What follows belongs to an exercise in optimizing a design on an open flow for small area and a short achievable clock period; a production flow would make more cautious choices. Function was checked by simulation only, so behaviour that the tests miss may differ from the original.

Design umps_disk, start of the top module:
module umps_disk (
    input  wire        clk,
    input  wire        rst,           
    input  wire [7:0]  clock_rate,    
    input  wire [15:0] cyls,          
    input  wire [7:0]  heads,         
    input  wire [7:0]  sects,         
    input  wire [15:0] rot_time,      
    input  wire [11:0] seek_time,     
    input  wire [6:0]  data_pct,      
    input  wire [3:0]  dma_ticks,     
    input  wire        tick,          
    input  wire [31:0] tod_lo,        
    input  wire        req_valid,
    input  wire        req_write,
    input  wire [2:0]  req_addr,      
    input  wire [31:0] req_wdata,
    output reg         rvalid,
    output reg  [31:0] rdata,
    input  wire        working,
    input  wire        dma_out_fail,  
    input  wire        dma_in_fail,   
    output reg         dma_out,       
    output reg         dma_in,        
    output reg  [31:0] dma_addr,      
    output reg         img_valid,     
    output reg         img_write,     
    output wire [15:0] img_cyl,
    output wire [7:0]  img_head,
    output wire [7:0]  img_sect,
    output wire        ip             
);
    function [32:0] f_sub;
        input [31:0] a;
        input [31:0] b;
        integer i;
        reg br;
        reg [31:0] d;
        begin
            br = 1'b0;
            for (i = 0; i < 32; i = i + 1) begin
                d[i] = a[i] ^ b[i] ^ br;
                br   = (~a[i] & b[i]) | (~(a[i] ^ b[i]) & br);
            end
            f_sub = {br, d};
        end
    endfunction
    function [32:0] f_add;
        input [31:0] a;
        input [31:0] b;
        input        ci;
        integer i;
        reg c;
        reg [31:0] s;
        begin
            c = ci;
            for (i = 0; i < 32; i = i + 1) begin
                s[i] = a[i] ^ b[i] ^ c;
                c    = (a[i] & b[i]) | ((a[i] ^ b[i]) & c);
            end
            f_add = {c, s};
        end
    endfunction
    function [31:0] f_dec;
        input [31:0] a;
        integer i;
        reg z;
        begin
            z = 1'b1;
            for (i = 0; i < 32; i = i + 1) begin
                f_dec[i] = a[i] ^ z;
                z = z & ~a[i];
            end
        end
    endfunction
    function [31:0] f_inc;
        input [31:0] a;
  ...
For scale: ~260 I/O pins, about 0.070 mm2 of cells after synthesis.
export LEC_CHECK = 0
export CAP_MARGIN = 20
export CORE_MARGIN = 2
export CORE_UTILIZATION = 40
export SLEW_MARGIN = 20
create_clock -name core_clock -period 260.0 [get_ports {clk}]
run.sh (not shown) runs the stock make flow with config.mk's settings and CLKGATE_MAP_FILE= SYNTH_SCRIPT=/design/flow/synth_recipe.tcl, a recipe that flattens the netlist after the stock synthesis.
The starting point passed the timing, design-rule and antenna checks.
Next try:
--- a/flow/design.v
+++ b/flow/design.v
@@ -158,20 +158,18 @@
                 assign acc = s[31:0];
             end
         end
     endgenerate
     assign mu_p = g_mul[7].acc;
     wire [30:0] xd    = mu_p[30:0];                                    
     wire        xd_ge = (xd[30:7] != 24'd0) | (xd[6] & xd[5] & (xd[4] | xd[3] | xd[2]));   
     localparam integer DK = 12;
-    localparam integer QK = 3;    
     localparam integer SK = 5;
     wire [SK-1:0] st_hi;
-    wire [QK-1:0] g_q1;                  
     wire [23:0] st_q;
     generate
         for (gi = 0; gi < 24; gi = gi + 1) begin : g_st
             wire [8:0] t;
             wire [9:0] df;
             wire       ge;
             wire [7:0] rout;
             wire [7:0] dsr = (gi < SK) ? sects : tcur;
@@ -189,61 +187,46 @@
             assign rout = ge ? df[7:0] : t[7:0];
             if (gi >= SK) begin : g_q
                 assign st_q[23-gi] = ge;
             end else begin : g_h
                 assign st_hi[SK-1-gi] = ge;
             end
         end
         assign st_q[23:24-SK] = st[23:24-SK];
-        for (gi = 0; gi < QK; gi = gi + 1) begin : g_cu
-            wire [8:0] m2;
-            wire [9:0] mdf;
-            wire [7:0] m;
-            if (gi == 0) begin : g_first
-                assign m2 = {c2, c1[30]};
-            end else begin : g_next
-                assign m2 = {g_cu[gi-1].m, c1[30-gi]};
-            end
-            assign mdf = {1'b0, m2} - {2'b0, tcur};
-            assign m   = mdf[9] ? m2[7:0] : mdf[7:0];
-        end
         for (gi = 0; gi < 32; gi = gi + 1) begin : g_row
             localparam integer W  = (gi < 24) ? gi : 24;          
             localparam integer WO = (gi + 1 < 24) ? gi + 1 : 24;   
             wire [24:0] t;
             wire [26:0] df;
             wire        ge;
             wire [23:0] rout;
             wire [8:0]  m2;
             wire [9:0]  mdf;
             wire [7:0]  m;
             wire [23:0] dd = (gi < DK) ? st_q : st;
             if (gi == 0) begin : g_first
                 assign t  = {24'd0, tod_lo[31]};
                 assign m2 = {8'd0, ge};
             end else if (gi == DK) begin : g_resume
                 assign t  = {trem, c1[31-DK]};
-                assign m2 = {g_cu[QK-1].m, ge};
+                assign m2 = {c2, ge};
             end else begin : g_next
                 assign t  = {g_row[gi-1].rout, (gi < DK) ? tod_lo[31-gi] : c1[31-gi]};
                 assign m2 = {g_row[gi-1].m, ge};
             end
             assign df = psub({1'b0, t}, {2'b0, dd});
             assign ge = ~df[26];
             if (WO < 24) begin : g_narrow
                 assign rout = {{(24-WO){1'b0}}, (ge ? df[WO-1:0] : t[WO-1:0])};
             end else begin : g_wide
                 assign rout = ge ? df[23:0] : t[23:0];
             end
             assign mdf = {1'b0, m2} - {2'b0, tcur};
             assign m   = mdf[9] ? m2[7:0] : mdf[7:0];
-            if (gi >= DK - QK && gi < DK) begin : g_qs
-                assign g_q1[DK-1-gi] = ge;
-            end
         end
     endgenerate
     wire [23:0] rem = i2 ? g_row[31].rout : trem;
     wire [7:0]  cur = i2 ? g_row[31].m : tcur;
     wire [7:0]  op_head = command[23:16];
     wire [7:0]  op_sect = command[15:8];
     wire [15:0] op_cyl  = command[31:16];
     wire        hit     = cache_valid && cache_cyl == cur_cyl &&
@@ -559,18 +542,18 @@
             img_write   <= n_img_write;
             init        <= {i1, 1'b0};
         end
         if (rst)
             st[23:24-SK] <= st_hi;
         else if (i1)
             st <= st_q;
         if (i1) begin
-            c1 <= {g_q1, {(DK-QK-1){1'b0}}, tod_lo[31-DK:0]};
-            c2 <= g_row[DK-QK-1].m;
+            c1 <= {{DK{1'b0}}, tod_lo[31-DK:0]};
+            c2 <= g_row[DK-1].m;
         end else if (tick && busy) begin
             phase <= t_ph;
             c1    <= t_c1;
             c2    <= t_c2;
         end else begin
             phase <= e_ph;
             c1    <= e_c1;
             c2    <= e_c2;
=> The new run completed with no timing, DRC or antenna violations. Global-route usage is lower by 0.28 points. Maximum frequency came out higher by 8.8%. Design area rises by 1.8%. Non-clock buffer count went down by 11. Setup slack gains 7.1 ns. Die area goes up by 2.0%. Core utilization drops by 0.20 points. Via count came out higher by 3.3%. Hold slack hardly moves. Clock-buffer cell count went down by 2.

## port drivers added, routing unchanged
The results above use ideal ports. As a check the final layouts listed here were re-extracted and re-timed, cells and wires unchanged. Step 1 (the two cells are an assumption about what drives the block):
set clk [get_ports {clk}]
set_driving_cell -lib_cell sky130_fd_sc_hd__clkbuf_16 $clk
set_driving_cell -lib_cell sky130_fd_sc_hd__buf_2 [delete_from_list [all_inputs] $clk]
Step 2 also shifts input and output timing later by t, the mid clock arrival at the registers, as if the neighbouring blocks saw the same clock. a / b / c = no drivers / after step 1 / after step 2; a / b = the first two.
run | t, ns | setup WS [ns] | hold WS [ns] | worst setup path after step 2 | clock arrival spread, ns
the first run | 0.646 | 171.775 / 171.775 / 171.775 | 0.363 / 0.363 / 0.363 | register to register | 0.044 / 0.044
the second run | 0.631 | 178.876 / 178.876 / 178.876 | 0.364 / 0.364 / 0.364 | register to register | 0.018 / 0.018
After both steps setup and hold are still met in every run listed.
